Background: an optimization exercise with open tools, aiming at a short achievable clock period and few clock cycles. Do not read the settings as production practice. The RTL was checked by simulation tests, not by an equivalence proof against the original design. Power figures rest on the tool's default switching activity, not on a simulated workload.

[flow/constraint.sdc]
create_clock -name core_clock -period 10.0 [get_ports {clk}]
set_input_delay 2.0000 -clock core_clock [delete_from_list [all_inputs] [get_ports {clk}]]
set_output_delay 2.0000 -clock core_clock [all_outputs]
set_load 0.01 [all_outputs]
[flow/config.mk]
export PLATFORM = sky130hd
export DESIGN_NAME = nsd_cursor
export DESIGN_NICKNAME = nsd_cursor
export VERILOG_FILES = /design/flow/design.v
export SDC_FILE = /design/flow/constraint.sdc
export NUM_CORES = 4
export LEC_CHECK = 0
export ABC_CLOCK_PERIOD_IN_PS = 4000
export CAP_MARGIN = 50
export CORE_MARGIN = 2
export CORE_UTILIZATION = 25
export SETUP_SLACK_MARGIN = 5
export SLEW_MARGIN = 50
export TNS_END_PERCENT = 10
[flow/run.sh]
#!/bin/bash
# synth_recipe.tcl (not shown) runs the flow's synth.tcl, then flattens the netlist and writes it again
# the make line also repeats each setting of config.mk as NAME=value (left out here)
make -C /OpenROAD-flow-scripts/flow DESIGN_CONFIG=/design/flow/config.mk WORK_HOME=/design/flow/orfs CLKGATE_MAP_FILE= SYNTH_SCRIPT=/design/flow/synth_recipe.tcl finish
[flow/design.v]
module nsd_cursor (
    input             clk,
    input             rst,
    input             host_valid,
    input             host_we,
    input             host_sel,
    input      [5:0]  host_addr,
    input      [31:0] host_wdata,
    output            host_ready,
    output reg        rd_valid,
    output     [31:0] rd_data
);
    localparam [2:0] E_ILLEGAL = 3'd1;
    localparam [2:0] E_MODE    = 3'd2;
    localparam [2:0] E_ALIGN   = 3'd4;
    localparam [2:0] E_BOUNDS  = 3'd5;
    localparam [2:0] E_STRUCT  = 3'd6;
    reg [511:0] bm;           
    reg [31:0]  arg0, arg1, res;
    reg         st_f, st_t;
    reg [2:0]   err;
    reg [7:1]   esticky;
    reg [2:0]   carry;
    reg [6:0]   cur_byte;
    reg [2:0]   cur_bit;
    reg [6:0]   cur_limit;
    reg         esc_en;
    reg        pend;
    reg        multi;         
    reg        c_ill, c_clr, c_srst, c_cres, c_e;
    reg        c_skip1, c_skipn, c_rdbit, c_rdbits, c_canrd, c_canrdeg;
    reg        c_rdue, c_rdse, c_align, c_skb, c_put;
    reg        c_win;         
    reg        c_fav;         
    reg [5:0]  c_n;           
    reg [5:0]  c_sh;          
    reg        c_phase;       
    reg [31:0] rem;           
    reg [63:0] patr;          
    reg [63:0] lmask;         
    reg [63:0] cr_lm_r;
    reg [6:0]  cb_n;          
    reg        bwr_d;         
    reg [2:0]  stab;          
    reg [63:0] wW;            
    reg [8:0]  wV;            
    reg [62:0] wNb;           
    reg [31:0] wZm;           
    reg        wS32;          
    reg        skb_oob_r;     
    reg [6:0]  skb_end_r;
    reg [9:0]  pav_r;         
    reg        cr_bad_r;      
    reg        cr_pe_r;
    reg [6:0]  cr_o_r, cr_o1_r, cr_l_r;
    reg [63:0] ea_r;          
    reg [31:0] ecg_r;         
    reg [6:0]  fEsc;          
    reg [9:0]  fAv;           
    wire win_ok = stab != 3'd0;
    wire fav_ok = stab[2];
    wire ready_ok    = !c_win || (win_ok && (!c_fav || fav_ok));
    wire will_finish = ready_ok && !multi;
    assign host_ready = !pend || will_finish;
    wire acc_req = host_valid && host_ready;
    wire wr_reg  = acc_req && host_we && !host_sel;
    wire wr_buf  = acc_req && host_we && host_sel;
    wire rd_req  = acc_req && !host_we;
    wire wr_cmd  = wr_reg && (host_addr == 6'd12);
    wire [63:0] pat;          
    wire [63:0] cr_lm;        
    wire [63:0] gtmask;       
    genvar gi, gj;
    generate
        for (gi = 0; gi < 64; gi = gi + 1) begin : g_pat
            if (gi < 2) begin : g_lo
                assign pat[gi] = 1'b0;
            end else begin : g_hi
                assign pat[gi] = (bm[8*gi +: 8] == 8'h03) &&
                                 (bm[8*(gi-1) +: 8] == 8'h00) &&
                                 (bm[8*(gi-2) +: 8] == 8'h00);
            end
            assign cr_lm[gi]  = (arg1[6:0] > gi);
            assign gtmask[gi] = (cur_byte < gi);
        end
    endgenerate
    wire [63:0] escm = patr & lmask & {64{esc_en}};
    wire [7:0]  gb [0:63];
    generate
        for (gi = 0; gi < 64; gi = gi + 1) begin : g_g
            wire [7:0] b0 = bm[8*gi +: 8];
            wire [7:0] b1, b2;
            wire       e1;
            if (gi + 1 < 64) begin : g_b1
                assign b1 = bm[8*(gi+1) +: 8];
                assign e1 = escm[gi+1];
            end else begin : g_b1z
                assign b1 = 8'd0;
                assign e1 = 1'b0;
            end
            if (gi + 2 < 64) begin : g_b2
                assign b2 = bm[8*(gi+2) +: 8];
            end else begin : g_b2z
                assign b2 = 8'd0;
            end
            wire [15:0] pr = {b0, e1 ? b2 : b1} << cur_bit;
            assign gb[gi] = pr[15:8];
        end
    endgenerate
    wire [7:0]  gsh [0:12];
    wire [12:0] ew;           
    wire [12:0] rd_ok;        
    wire [6:0]  bpl [0:12];
    wire [63:0] plane [0:9];
    wire [12:0] wpl   [0:9];
    generate
        for (gj = 0; gj < 10; gj = gj + 1) begin : g_plane
            for (gi = 0; gi < 64; gi = gi + 1) begin : g_pb
                if (gj < 8) begin : g_pg
                    assign plane[gj][gi] = gb[gi][gj];
                end else if (gj == 8) begin : g_pe
                    assign plane[gj][gi] = escm[gi];
                end else begin : g_pl
                    assign plane[gj][gi] = lmask[gi];
                end
            end
            wire [76:0] ext = {13'd0, plane[gj]};
            wire [76:0] sh;
            if (gj < 5) begin : g_s0
                assign sh = ext >> cur_byte;
            end else begin : g_s1
                assign sh = ext >> (~cb_n);
            end
            assign wpl[gj] = sh[12:0];
        end
    endgenerate
    assign ew    = wpl[8];
    assign rd_ok = wpl[9];
    generate
        for (gi = 0; gi <= 12; gi = gi + 1) begin : g_ok
            assign gsh[gi] = {wpl[7][gi], wpl[6][gi], wpl[5][gi], wpl[4][gi],
                              wpl[3][gi], wpl[2][gi], wpl[1][gi], wpl[0][gi]};
            assign bpl[gi] = cur_byte + gi;
        end
    endgenerate
    wire [15:0] ent [0:4][0:13];    
    generate
        for (gi = 0; gi <= 13; gi = gi + 1) begin : g_e4
            if (gi <= 12) begin : g_e4v
                assign ent[4][gi] = {rd_ok[gi], bpl[gi], gsh[gi]};
            end else begin : g_e4z
                assign ent[4][gi] = 16'd0;
            end
        end
        for (gj = 0; gj < 4; gj = gj + 1) begin : g_stage
            for (gi = 0; gi <= 13; gi = gi + 1) begin : g_pos
                wire rm;        
                if (gi < 3 * (3 - gj) + 1) begin : g_below
                    assign rm = 1'b0;
                end else if (gi >= 3 * (3 - gj) + 3) begin : g_above
                    assign rm = |ew[3 * (3 - gj) + 3:3 * (3 - gj) + 1];
                end else begin : g_in
                    assign rm = |ew[gi:3 * (3 - gj) + 1];
                end
                if (gi < 13) begin : g_mv
                    assign ent[3 - gj][gi] = rm ? ent[4 - gj][gi + 1] : ent[4 - gj][gi];
                end else begin : g_last
                    assign ent[3 - gj][gi] = rm ? 16'd0 : ent[4 - gj][gi];
                end
            end
        end
    endgenerate
    wire [7:0] fw  [0:7];
    wire [6:0] fnb [0:8];
    wire [8:0] fv;
    generate
        for (gi = 0; gi <= 8; gi = gi + 1) begin : g_f
            if (gi <= 7) begin : g_fw
                assign fw[gi] = ent[0][gi][7:0];
            end
            assign fnb[gi] = ent[0][gi][14:8];
            assign fv[gi]  = ent[0][gi][15];
        end
    endgenerate
    wire [63:0] win_w  = {fw[0], fw[1], fw[2], fw[3], fw[4], fw[5], fw[6], fw[7]};
    wire [62:0] win_nb = {fnb[8], fnb[7], fnb[6], fnb[5], fnb[4], fnb[3], fnb[2], fnb[1], fnb[0]};
    wire [31:0] win_zm;
    generate
        for (gi = 0; gi < 32; gi = gi + 1) begin : g_zm
            assign win_zm[gi] = ({1'b0, cur_bit} + (2 * gi) % 8 >= 8) ? fv[gi / 4 + 1] : fv[gi / 4];
        end
    endgenerate
    wire win_s32 = (cur_bit != 3'd0) ? fv[4] : fv[3];
    wire [6:0]  lrem    = cur_limit - cur_byte;
    wire [32:0] skb_end = {26'd0, cur_byte} + {1'b0, arg0};
    wire        skb_oob = skb_end > {26'd0, cur_limit};
    wire [9:0]  pav     = {lrem, 3'b000} - {7'd0, cur_bit};
    wire        cr_bad  = (arg0 > arg1) || (arg1 > 32'd64);
    wire        cr_pe   = pat[arg0[5:0]] && (arg0[6:0] < arg1[6:0]);
    function [3:0] pop8;
        input [7:0] x;
        reg [1:0] a, b, c, d;
        reg [2:0] e, f;
        begin
            a = {1'b0, x[0]} + {1'b0, x[1]};
            b = {1'b0, x[2]} + {1'b0, x[3]};
            c = {1'b0, x[4]} + {1'b0, x[5]};
            d = {1'b0, x[6]} + {1'b0, x[7]};
            e = {1'b0, a} + {1'b0, b};
            f = {1'b0, c} + {1'b0, d};
            pop8 = {1'b0, e} + {1'b0, f};
        end
    endfunction
    wire [31:0] ecg;
    generate
        for (gi = 0; gi < 8; gi = gi + 1) begin : g_pc
            assign ecg[4*gi +: 4] = pop8(ea_r[8*gi +: 8]);
        end
    endgenerate
    wire [4:0] es01 = {1'b0, ecg_r[3:0]}   + {1'b0, ecg_r[7:4]};
    wire [4:0] es23 = {1'b0, ecg_r[11:8]}  + {1'b0, ecg_r[15:12]};
    wire [4:0] es45 = {1'b0, ecg_r[19:16]} + {1'b0, ecg_r[23:20]};
    wire [4:0] es67 = {1'b0, ecg_r[27:24]} + {1'b0, ecg_r[31:28]};
    wire [6:0] n_esc = ({2'b0, es01} + {2'b0, es23}) + ({2'b0, es45} + {2'b0, es67});
    wire        has_bits = (cur_byte < cur_limit);
    wire [6:0]  n_fbytes = lrem - fEsc;
    wire [9:0]  full_av  = has_bits ? ({n_fbytes, 3'b000} - {7'd0, cur_bit}) : 10'd0;
    function [1:0] lz2; input [1:0] x; lz2 = x[1] ? 2'd0 : (x[0] ? 2'd1 : 2'd2); endfunction
    function [2:0] lz4;
        input [3:0] x;
        reg [1:0] h, l;
        begin
            h = lz2(x[3:2]); l = lz2(x[1:0]);
            lz4 = h[1] ? {1'b0, 2'd2} + {1'b0, l} : {1'b0, h};
        end
    endfunction
    function [3:0] lz8;
        input [7:0] x;
        reg [2:0] h, l;
        begin
            h = lz4(x[7:4]); l = lz4(x[3:0]);
            lz8 = h[2] ? {1'b0, 3'd4} + {1'b0, l} : {1'b0, h};
        end
    endfunction
    function [4:0] lz16;
        input [15:0] x;
        reg [3:0] h, l;
        begin
            h = lz8(x[15:8]); l = lz8(x[7:0]);
            lz16 = h[3] ? {1'b0, 4'd8} + {1'b0, l} : {1'b0, h};
        end
    endfunction
    function [5:0] lz32;
        input [31:0] x;
        reg [4:0] h, l;
        begin
            h = lz16(x[31:16]); l = lz16(x[15:0]);
            lz32 = h[4] ? {1'b0, 5'd16} + {1'b0, l} : {1'b0, h};
        end
    endfunction
    wire        eg_zero32 = (wW[63:32] == 32'd0);
    wire [31:0] wrev;
    generate
        for (gi = 0; gi < 32; gi = gi + 1) begin : g_rev
            assign wrev[gi] = wW[63 - gi];
        end
    endgenerate
    wire        eg_ok     = |(wrev & wZm);
    wire        eg_struct = eg_zero32 && wS32;
    wire        eg_bounds = !eg_ok && !eg_struct;
    wire [5:0]  lz       = lz32(wW[63:32]);
    wire [62:0] egs5     = lz[4] ? wW[63:1] : {32'd0, wW[63:33]};
    wire [62:0] egs4     = lz[3] ? egs5 : {16'd0, egs5[62:16]};
    wire [62:0] egs3     = lz[2] ? egs4 : {8'd0, egs4[62:8]};
    wire [62:0] egs2     = lz[1] ? egs3 : {4'd0, egs3[62:4]};
    wire [62:0] egs1     = lz[0] ? egs2 : {2'd0, egs2[62:2]};
    wire [31:0] eg_v     = egs1[31:0];
    wire [31:0] eg_ue    = eg_v - 32'd1;
    wire [31:0] eg_half  = {1'b0, eg_v[31:1]};
    wire [31:0] eg_se    = eg_v[0] ? (32'd0 - eg_half) : eg_half;
    wire [6:0]  eg_f     = {4'd0, cur_bit} + {1'b0, lz[4:0], 1'b1};
    reg  [6:0]  eg_b;
    always @(*) begin
        case (eg_f[6:3])
            4'd0: eg_b = wNb[0  +: 7];
            4'd1: eg_b = wNb[7  +: 7];
            4'd2: eg_b = wNb[14 +: 7];
            4'd3: eg_b = wNb[21 +: 7];
            4'd4: eg_b = wNb[28 +: 7];
            4'd5: eg_b = wNb[35 +: 7];
            4'd6: eg_b = wNb[42 +: 7];
            4'd7: eg_b = wNb[49 +: 7];
            default: eg_b = wNb[56 +: 7];
        endcase
    end
    wire [2:0]  eg_t     = eg_f[2:0];
    wire [31:0] rd_val  = wW[63:32] >> c_sh;
    wire [6:0]  fl_last = {1'b0, c_n} + {4'd0, cur_bit} - 7'd1;
    wire        fl_oob  = (c_n != 6'd0) && !wV[fl_last[6:3]];
    wire        a0_oob  = (arg0[31:10] != 22'd0) || (arg0[9:0] > fAv);
    wire [6:0]  step_f  = {4'd0, cur_bit} + {1'b0, c_n};
    reg  [6:0]  step_b;
    always @(*) begin
        case (step_f[6:3])
            4'd0: step_b = wNb[0  +: 7];
            4'd1: step_b = wNb[7  +: 7];
            4'd2: step_b = wNb[14 +: 7];
            4'd3: step_b = wNb[21 +: 7];
            4'd4: step_b = wNb[28 +: 7];
            4'd5: step_b = wNb[35 +: 7];
            4'd6: step_b = wNb[42 +: 7];
            4'd7: step_b = wNb[49 +: 7];
            default: step_b = wNb[56 +: 7];
        endcase
    end
    wire [2:0]  step_t  = step_f[2:0];
    wire        put_oob = {4'd0, c_n} > pav_r;
    wire [9:0]  put_pos = {cur_byte, cur_bit} + 10'd1;
    wire        put_bit = arg0[rem[4:0] - 5'd1];
    wire [31:0] rem_m56  = rem - 32'd56;
    wire        rem_last = rem < 32'd120;     
    wire go = pend && ready_ok;
    wire c_eg2   = c_rdue || c_rdse;
    wire f_ill   = c_ill;
    wire f_mode  = esc_en && (c_align || c_skb || (c_put && !c_phase));
    wire f_align = !esc_en && c_skb && (cur_bit != 3'd0);
    wire f_bnd   = (c_cres && cr_bad_r) ||
                   (c_skb && !esc_en && (cur_bit == 3'd0) && skb_oob_r) ||
                   (c_put && !c_phase && !esc_en && put_oob) ||
                   (c_skipn && c_fav && a0_oob) ||
                   (c_skipn && !c_fav && !c_phase && fl_oob) ||
                   ((c_skip1 || c_rdbit || c_rdbits) && fl_oob) ||
                   (c_eg2 && eg_bounds);
    wire f_str   = c_eg2 && eg_struct;
    wire fault   = f_ill || f_mode || f_align || f_bnd || f_str;
    reg  [31:0] res_nx;
    reg  [6:0]  cb_nx, cl_nx;
    reg  [2:0]  ct_nx;
    reg         ce_nx;
    reg         done;         
    reg         tval;
    reg         put_wr;       
    reg         ph_nx;
    reg         multi_nx;
    reg  [31:0] rem_nx;
    reg  [5:0]  cn_nx;
    reg         wres;         
    always @(*) begin
        res_nx   = res;
        cb_nx    = cur_byte;
        ct_nx    = cur_bit;
        cl_nx    = cur_limit;
        ce_nx    = esc_en;
        done     = 1'b1;
        tval     = 1'b0;
        put_wr   = 1'b0;
        ph_nx    = c_phase;
        multi_nx = multi;
        rem_nx   = rem;
        cn_nx    = c_n;
        wres     = 1'b0;
        if (c_srst) begin
            wres  = 1'b1;
            res_nx = 32'd0;
            cb_nx = 7'd0;
            ct_nx = 3'd0;
            cl_nx = 7'd0;
            ce_nx = 1'b0;
        end
        if (c_cres) begin
            ce_nx = c_e;
            cl_nx = cr_l_r;
            cb_nx = (c_e && cr_pe_r) ? cr_o1_r : cr_o_r;
            ct_nx = 3'd0;
        end
        if (c_align && cur_bit != 3'd0) begin
            cb_nx = cur_byte + 7'd1;
            ct_nx = 3'd0;
        end
        if (c_skb)
            cb_nx = skb_end_r;
        if (c_put) begin
            if (!c_phase) begin
                if (c_n != 6'd0) begin
                    done  = 1'b0;
                    ph_nx = 1'b1;
                end
            end else if (rem != 32'd0) begin
                done   = 1'b0;
                put_wr = pdec_ok;
            end
            if (c_phase && rem != 32'd0 && pdec_ok) begin
                cb_nx  = put_pos[9:3];
                ct_nx  = put_pos[2:0];
                rem_nx = rem - 32'd1;
                if (rem == 32'd1) multi_nx = 1'b0;
            end
        end
        if (c_canrd) begin
            wres   = 1'b1;
            tval   = c_fav ? !a0_oob : !fl_oob;
            res_nx = {31'd0, tval};
        end
        if (c_skipn || c_skip1 || c_rdbit || c_rdbits) begin
            cb_nx = step_b;
            ct_nx = step_t;
        end
        if (c_skipn && multi) begin
            done   = 1'b0;
            ph_nx  = 1'b1;
            rem_nx = rem_m56;
            if (rem_last) begin
                multi_nx = 1'b0;
                cn_nx    = rem_m56[5:0];
            end
        end
        if (c_rdbit || c_rdbits) begin
            wres   = 1'b1;
            res_nx = rd_val;
            tval   = c_rdbit && rd_val[0];
        end
        if (c_canrdeg) begin
            wres   = 1'b1;
            tval   = eg_ok;
            res_nx = {31'd0, eg_ok};
        end
        if (c_eg2) begin
            wres   = 1'b1;
            cb_nx  = eg_b;
            ct_nx  = eg_t;
            res_nx = c_rdse ? eg_se : eg_ue;
        end
    end
    wire fin  = go && (fault || done);        
    wire upd  = go && !fault;                 
    reg        rsel_res;      
    reg [31:0] rd_r;          
    reg        brd;           
    reg        dly;           
    reg [5:0]  ra;            
    wire [7:0] buf_rd = bm[{ra, 3'b000} +: 8];
    wire       rd_late = (host_addr >= 6'd4) && (host_addr <= 6'd10);
    wire [5:0] rsrc = dly ? ra : host_addr;
    wire       st_f_nx = fin ? fault : st_f;
    wire       st_t_nx = fin ? (!fault && tval) : st_t;
    reg [31:0] reg_rd;
    always @(*) begin
        case (rsrc)
            6'd0:    reg_rd = arg0;
            6'd1:    reg_rd = arg1;
            6'd3:    reg_rd = {30'd0, st_t_nx, st_f_nx};
            6'd4:    reg_rd = {29'd0, err};
            6'd5:    reg_rd = {24'd0, esticky, 1'b0};
            6'd6:    reg_rd = {29'd0, carry};
            6'd7:    reg_rd = {25'd0, cur_byte};
            6'd8:    reg_rd = {29'd0, cur_bit};
            6'd9:    reg_rd = {25'd0, cur_limit};
            6'd10:   reg_rd = {31'd0, esc_en};
            default: reg_rd = 32'd0;
        endcase
    end
    always @(posedge clk) begin
        if (rst) begin
            rd_valid <= 1'b0;
            rsel_res <= 1'b0;
            rd_r     <= 32'd0;
            brd      <= 1'b0;
            dly      <= 1'b0;
        end else begin
            rd_valid <= 1'b0;
            brd      <= 1'b0;
            dly      <= 1'b0;
            if (rd_req && host_sel) begin
                brd <= 1'b1;
            end else if (rd_req && pend && rd_late) begin
                dly <= 1'b1;
            end else if (rd_req || dly) begin
                rd_valid <= 1'b1;
                rsel_res <= !dly && (host_addr == 6'd2);
                rd_r     <= (!dly && host_addr == 6'd2) ? 32'd0 : reg_rd;
            end else if (brd) begin
                rd_valid <= 1'b1;
                rsel_res <= 1'b0;
                rd_r     <= {24'd0, buf_rd};
            end
        end
    end
    always @(posedge clk)
        if (rd_req) ra <= host_addr;
    assign rd_data = rd_r | ({32{rsel_res}} & res);
    reg [63:0] pbyte_oh;
    reg [7:0]  pbit_oh;
    reg        pdec_ok;       
    wire       put_go = go && put_wr;
    generate
        for (gi = 0; gi < 64; gi = gi + 1) begin : g_bw
            always @(posedge clk) begin
                if (wr_buf && host_addr == gi)
                    bm[8*gi +: 8] <= host_wdata[7:0];
                else if (put_go && pbyte_oh[gi]) begin : g_bit
                    integer k;
                    for (k = 0; k < 8; k = k + 1)
                        if (pbit_oh[k]) bm[8*gi + k] <= put_bit;
                end
            end
        end
    endgenerate
    always @(posedge clk) begin
        pbyte_oh <= 64'd1 << cur_byte[5:0];
        pbit_oh  <= 8'd1 << (~cur_bit);
        pdec_ok  <= !(upd && put_wr);
    end
    wire [7:0] w_opc = host_wdata[31:24];
    wire [5:0] w_n   = host_wdata[5:0];
    wire       w_zr  = (host_wdata[23:0] == 24'd0);
    wire       w_zi  = (host_wdata[23:6] == 18'd0) && (w_n <= 6'd32);
    wire       w_zm  = (host_wdata[23:1] == 23'd0);
    reg        w_legal;
    always @(*) begin
        case (w_opc)
            8'h00, 8'h01, 8'h02, 8'h11, 8'h12, 8'h13, 8'h15, 8'h16,
            8'h17, 8'h18, 8'h20, 8'h22: w_legal = w_zr;
            8'h14, 8'h24:               w_legal = w_zi;
            8'h10:                      w_legal = w_zm;
            default:                    w_legal = 1'b0;
        endcase
    end
    wire w_ok     = w_legal;
    wire w_skip1  = w_ok && (w_opc == 8'h11);
    wire w_skipn  = w_ok && (w_opc == 8'h12);
    wire w_rdbit  = w_ok && (w_opc == 8'h13);
    wire w_rdbits = w_ok && (w_opc == 8'h14);
    wire w_canrd  = w_ok && (w_opc == 8'h15);
    wire w_canrdeg= w_ok && (w_opc == 8'h16);
    wire w_rdue   = w_ok && (w_opc == 8'h17);
    wire w_rdse   = w_ok && (w_opc == 8'h18);
    wire w_align  = w_ok && (w_opc == 8'h20);
    wire w_skb    = w_ok && (w_opc == 8'h22);
    wire w_put    = w_ok && (w_opc == 8'h24);
    wire w_a0big  = (arg0[31:6] != 26'd0);
    always @(posedge clk) begin
        if (rst) begin
            arg0      <= 32'd0;
            arg1      <= 32'd0;
            res       <= 32'd0;
            st_f      <= 1'b0;
            st_t      <= 1'b0;
            err       <= 3'd0;
            esticky   <= 7'd0;
            carry     <= 3'd0;
            cur_byte  <= 7'd0;
            cur_bit   <= 3'd0;
            cur_limit <= 7'd0;
            esc_en    <= 1'b0;
            pend      <= 1'b0;
            multi     <= 1'b0;
            c_phase   <= 1'b0;
            stab      <= 3'd0;
            bwr_d     <= 1'b0;
            lmask     <= 64'd0;
            cb_n      <= 7'h7f;
        end else begin
            if (upd) begin
                if (wres) res <= res_nx;
                cur_byte  <= cb_nx;
                cb_n      <= ~cb_nx;
                if (c_srst) lmask <= 64'd0;
                if (c_cres) lmask <= cr_lm_r;
                cur_bit   <= ct_nx;
                cur_limit <= cl_nx;
                esc_en    <= ce_nx;
                multi     <= multi_nx;
                c_phase   <= ph_nx;
            end
            if (fin) begin
                st_f <= fault;
                st_t <= !fault && tval;
                err  <= {f_align || f_bnd || f_str, f_mode || f_str, f_ill || f_bnd};
                esticky <= ((upd && (c_clr || c_srst)) ? 7'd0 : esticky) |
                           {1'b0, f_str, f_bnd, f_align, 1'b0, f_mode, f_ill};
                pend    <= 1'b0;
                c_phase <= 1'b0;
            end
            if (upd && c_srst)
                carry <= 3'd0;
            bwr_d     <= wr_buf || (upd && put_wr);
            if (go || wr_buf || bwr_d)
                stab <= 3'd0;
            else if (!stab[2])
                stab <= stab + 3'd1;
            if (wr_reg) begin
                case (host_addr)
                    6'd0:  arg0  <= host_wdata;
                    6'd1:  arg1  <= host_wdata;
                    6'd6:  carry <= host_wdata[2:0];
                    default: ;
                endcase
            end
            if (wr_cmd) begin
                pend    <= 1'b1;
                c_phase <= 1'b0;
                multi   <= ((w_skipn || w_canrd) && w_a0big) || w_put;
            end
        end
    end
    always @(posedge clk) begin
        patr      <= pat;
        wW        <= win_w;
        wV        <= fv;
        wNb       <= win_nb;
        wZm       <= win_zm;
        wS32      <= win_s32;
        skb_oob_r <= skb_oob;
        skb_end_r <= skb_end[6:0];
        pav_r     <= pav;
        cr_bad_r  <= cr_bad;
        cr_pe_r   <= cr_pe;
        cr_o_r    <= arg0[6:0];
        cr_o1_r   <= arg0[6:0] + 7'd1;
        cr_l_r    <= arg1[6:0];
        cr_lm_r   <= cr_lm;
        ea_r      <= patr & lmask & gtmask & {64{esc_en}};
        ecg_r     <= ecg;
        fEsc      <= n_esc;
        fAv       <= full_av;
        if (upd) begin
            rem <= rem_nx;
            c_n <= cn_nx;
            if (ph_nx) begin
                c_fav <= 1'b0;
                if (c_put) c_win <= 1'b0;
            end
        end
        if (wr_cmd) begin
            c_ill     <= !w_ok;
            c_clr     <= w_ok && (w_opc == 8'h01);
            c_srst    <= w_ok && (w_opc == 8'h02);
            c_cres    <= w_ok && (w_opc == 8'h10);
            c_e       <= host_wdata[0];
            c_skip1   <= w_skip1;
            c_skipn   <= w_skipn;
            c_rdbit   <= w_rdbit;
            c_rdbits  <= w_rdbits;
            c_canrd   <= w_canrd;
            c_canrdeg <= w_canrdeg;
            c_rdue    <= w_rdue;
            c_rdse    <= w_rdse;
            c_align   <= w_align;
            c_skb     <= w_skb;
            c_put     <= w_put;
            c_win     <= w_skip1 | w_skipn | w_rdbit | w_rdbits | w_canrd |
                         w_canrdeg | w_rdue | w_rdse | w_align | w_skb | w_put;
            c_fav     <= (w_skipn | w_canrd) & w_a0big;
            c_n       <= (w_skip1 | w_rdbit) ? 6'd1 :
                         (w_skipn | w_canrd) ? (w_a0big ? 6'd56 : arg0[5:0]) : w_n;
            c_sh      <= w_rdbit ? 6'd31 : (6'd32 - w_n);
            rem       <= w_put ? {26'd0, w_n} : arg0;
        end
    end
endmodule
==> results.ini <==
[outcome]
status=timing/DRC/antenna clean

[floorplanning]
start_util_pct=25.1
rows=274
die_x_um=752
die_h_um=752
boundaryPins=77
dieArea_um2=565000
core_um2=557000

[logic_synthesis]
synthTopCellsByArea=mux4_2 19%, edfxtp_1 12%, dfxtp_1 11%
yosysWarnings=1
synth-main-ff-cell=dfxtp_1
synth_cell_types=121
ys_ff_latch=1331
yosys.area.top_type=mux4_2
synth_top_area_share_pct=18.9
yosysMostFrequentCell=nand2_1
async_reset_ff_share_pct=0
yosysSeqAreaShare_pct=23.2
syn_area_um2=140000
ys_top_cells_by_count=2624 x nand2_1, 1321 x nor2_1, 1224 x mux2i_1, 1175 x mux4_2, 1032 x clkbuf_1
synth_fp_nets=16200
synth_edf_count=580
syn_area_per_cell_um2=8.73
syn_inst=16000

[cts]
cts_max_path_buffers=4
cts_tree=built
clock-sinks=1331
cts_root_buf=clkbuf_16
htreeDepth=4
clock_latency_ns=1.01
numCtsBuffers=172
clk_pin_slew_ns=0.06

[sta]
hold_viol_final=0
worst_slack_ns=4.50
rsz0062_at_grt=true
period_needed_ns=5.50
fmax_ghz=0.182
finClkSkew_ns=0.122
tightest_slew_ns=0.969
finalMaxSlewViolations=0
fin_crit_sh_pct=55.0
fin_tns_setup_ns=0
relSlewSlack_pct=35.3
finalSetupViolCount=0

[setup_path]
cp-end-kind=register
path_delay_family=buffers and inverters
arrival_ns=6.31
crit_type=register to register
worstPathCellList=inv_8 > buf_12 > buf_16 > buf_8 > nor2_2 > buf_6 > buf_4 > a22oi_1 > o21ai_2 > mux4_2 > nor3_1 > a31oi_1 > nand4_1 > o21ai_0 > a21oi_1 > o21bai_1
startpoint_type=register
worstPathMaxFanout=60
max_stage_delay_ns=0.62
slowest_stage=a31oi_1
cp.required_ns=10.81
cp_num_buf_inv=6

[route]
detail-route-antenna-nets=0
post-route-drc-count=0
routed_via_density=6.66
routed_wirelength_mm=1070
dr_total_vias=156000
drt_pre_antenna_iters=10
drt_iter0_markers=27200
post_drt_wl_per_cell_um=45.6

[final_layout]
layout-drive-gt1-share_pct=23.4
final_cells=23400
final_nets=15700
area_delta_synth_final_pct=17.3

[placed_design]
gp_congestion=1.13
dp_hpwl_mm=818
buffer_ports.inserted=76
placed_cells=22600
place_ws_ns=3.45

[run]
maxCapViolCount=0

[power_and_ir_drop]
vdd_drop_max_mv=0.147
power_leakage_uw=0.0570
powerDensity_nw_per_um2=78.3

[grt]
grt_remaining_overflow=0
grtUsageTotal_pct=35.9
grt_max_degree=114
grt_pass1_vias=138000
antenna_found_initial=238
grt_pass1_wl_mm=1380

[min_path]
hold_path.class=register to register

==> power by group <==
group          leakage (µW)  internal (µW)  switching, µW
sequential           0.0102           5640           25.1
clock               0.00287           3780           2970
combinational        0.0440            109            318
==> final cells by class <==
class,instances,area (µm²)
flip-flops and latches,1331,32600
clock buffers,231,4880
inverters,350,1460
diodes,302,756
multi-input cells,12600,104000
repair buffers,998,10200
fillers,59000,393000
well taps,7452,9320
repair inverters,1,8.76
clock inverters,88,980
==> per-layer routing <==
| layer | global-route usage, % | vias up | part of all wire, % |
|---|---|---|---|
| met5 | 0.514 | - | 0.11 |
| met4 | 26.6 | 90 | 9.4 |
| met3 | 15.3 | 3519 | 14 |
| met2 | 50.3 | 13800 | 40 |
| met1 | 43.5 | 78500 | 36 |
| li1 | - | 59900 | - |
==> layout by cell type (no fill, tap or decap), drive strengths merged, types with 50 or more instances in the layout <==
cell type,count
mux2i,1224
dfxtp,751
nor2b,87
edfxtp,580
xor2,51
and2,76
o22ai,184
and3,181
a211oi,268
clkinv,50
a21oi,724
inv,368
buf,892
clkbuf,258
nor2,1328
a221o,59
and3b,52
diode,302
nand4,141
nor4,125
nand2,2627
mux2,361
nand3,306
o21ai,710
clkdlybuf4s50,64
mux4,1175
a31oi,99
o211ai,191
o31ai,54
a21o,89
nor3,351
fa,58
a22oi,301
a221oi,164
o21a,588
xnor2,158
ha,147
==> timing repair <==
| action | 4_1_cts | 5_1_grt |
|---|---|---|
| endpoints found under the setup margin | 312 | 198 |
| gates cloned | 20 | 20 |
| resized for setup | 375 | 254 |
| hold buffers | 0 | 0 |
| pin swaps | 31 | 30 |
| setup buffers | 79 | 68 |
==> worst register-to-register path: stages, from the launching register on <==
cell and delay [ns]:
dfxtp_4 0.61, inv_8 0.12, buf_12 0.20, buf_16 0.28
buf_8 0.47, nor2_2 0.16, buf_6 0.40, buf_4 0.48
a22oi_1 0.20, o21ai_2 0.34, mux4_2 0.39, nor3_1 0.06
a31oi_1 0.62, nand4_1 0.45, o21ai_0 0.28, a21oi_1 0.07
o21bai_1 0.19
==> cell families after synthesis <==
group	after synthesis	synth area share (%)
simple gates	5500	17.4
xor+xnor	209	1.31
mux	2760	30.6
buf+inv	2029	5.91
compound gates	3964	19.4
fa+ha+maj	206	2.15
flops	1331	23.2
==> worst paths after layout <==
| path | from | to | slack, ns | cells after the start |
|---|---|---|---|---|
| worst max register to register | cur_bit[2]$_SDFFE_PP0P_ | wW[11]$_DFF_P_ | 4.50 | 16 |
| worst min register to register | cr_lm_r[60]$_DFF_P_ | lmask[60]$_SDFFE_PP0P_ | 0.41 | 2 |
| worst max-delay path | cur_bit[2]$_SDFFE_PP0P_ | wW[11]$_DFF_P_ | 4.50 | 16 |
| worst min-delay path | cr_lm_r[60]$_DFF_P_ | lmask[60]$_SDFFE_PP0P_ | 0.41 | 2 |
==> registers in the layout, indices dropped and copies added (netlist names), 10 cells and up <==
name and count:
ea_r 62, wW 63, wZm 32, pav_r 10, rd_r 32, lmask 64
cr_lm_r 64, patr 62, rem 32, fAv 10, bm 512, res 32
ecg_r 31, wNb 63, arg0 32, pbyte_oh 64, arg1 32
==> through the flow <==
step           hold WS [ns]  util [%]  power, µW  cell area, µm²
5_1_grt               0.451      29.3      13000          163000
2_1_floorplan         0.329         -       5940          140000
3_3_place_gp          0.444      26.8       6170          149000
4_1_cts               0.389      28.8      12800          160000
6_report              0.414      29.4      12800          164000
3_5_place_dp          0.454      27.2       6170          152000
Testbench counts, summed over its fixed seeds: cycles 11,728.

==> separate check: timing with driven ports <==
In the flow no input, the clock included, has a driving cell. The finished layout below was timed again as built, in two steps. Step 1 (the two cells are an assumption about what drives the block):
set clk [get_ports {clk}]
set_driving_cell -lib_cell sky130_fd_sc_hd__clkbuf_16 $clk
set_driving_cell -lib_cell sky130_fd_sc_hd__buf_2 [delete_from_list [all_inputs] $clk]
Step 2 also shifts input and output timing later by t, the mid clock arrival at the registers, as if the neighbouring blocks saw the same clock. a / b / c = ideal ports / drivers / drivers and shift; a / b = the first two.
shift t [ns]: 1.080
setup slack, ns: 4.498 / 4.498 / 4.150
latest minus earliest clock arrival (ns): 0.121 / 0.122
worst slew at a driven data input, ns: 0.08
cell pins on the clock port's net: 1
After both steps setup and hold are still met in this run. The setup slack of this run moves by 0.000 ns with the drivers and by -0.348 ns with both steps.
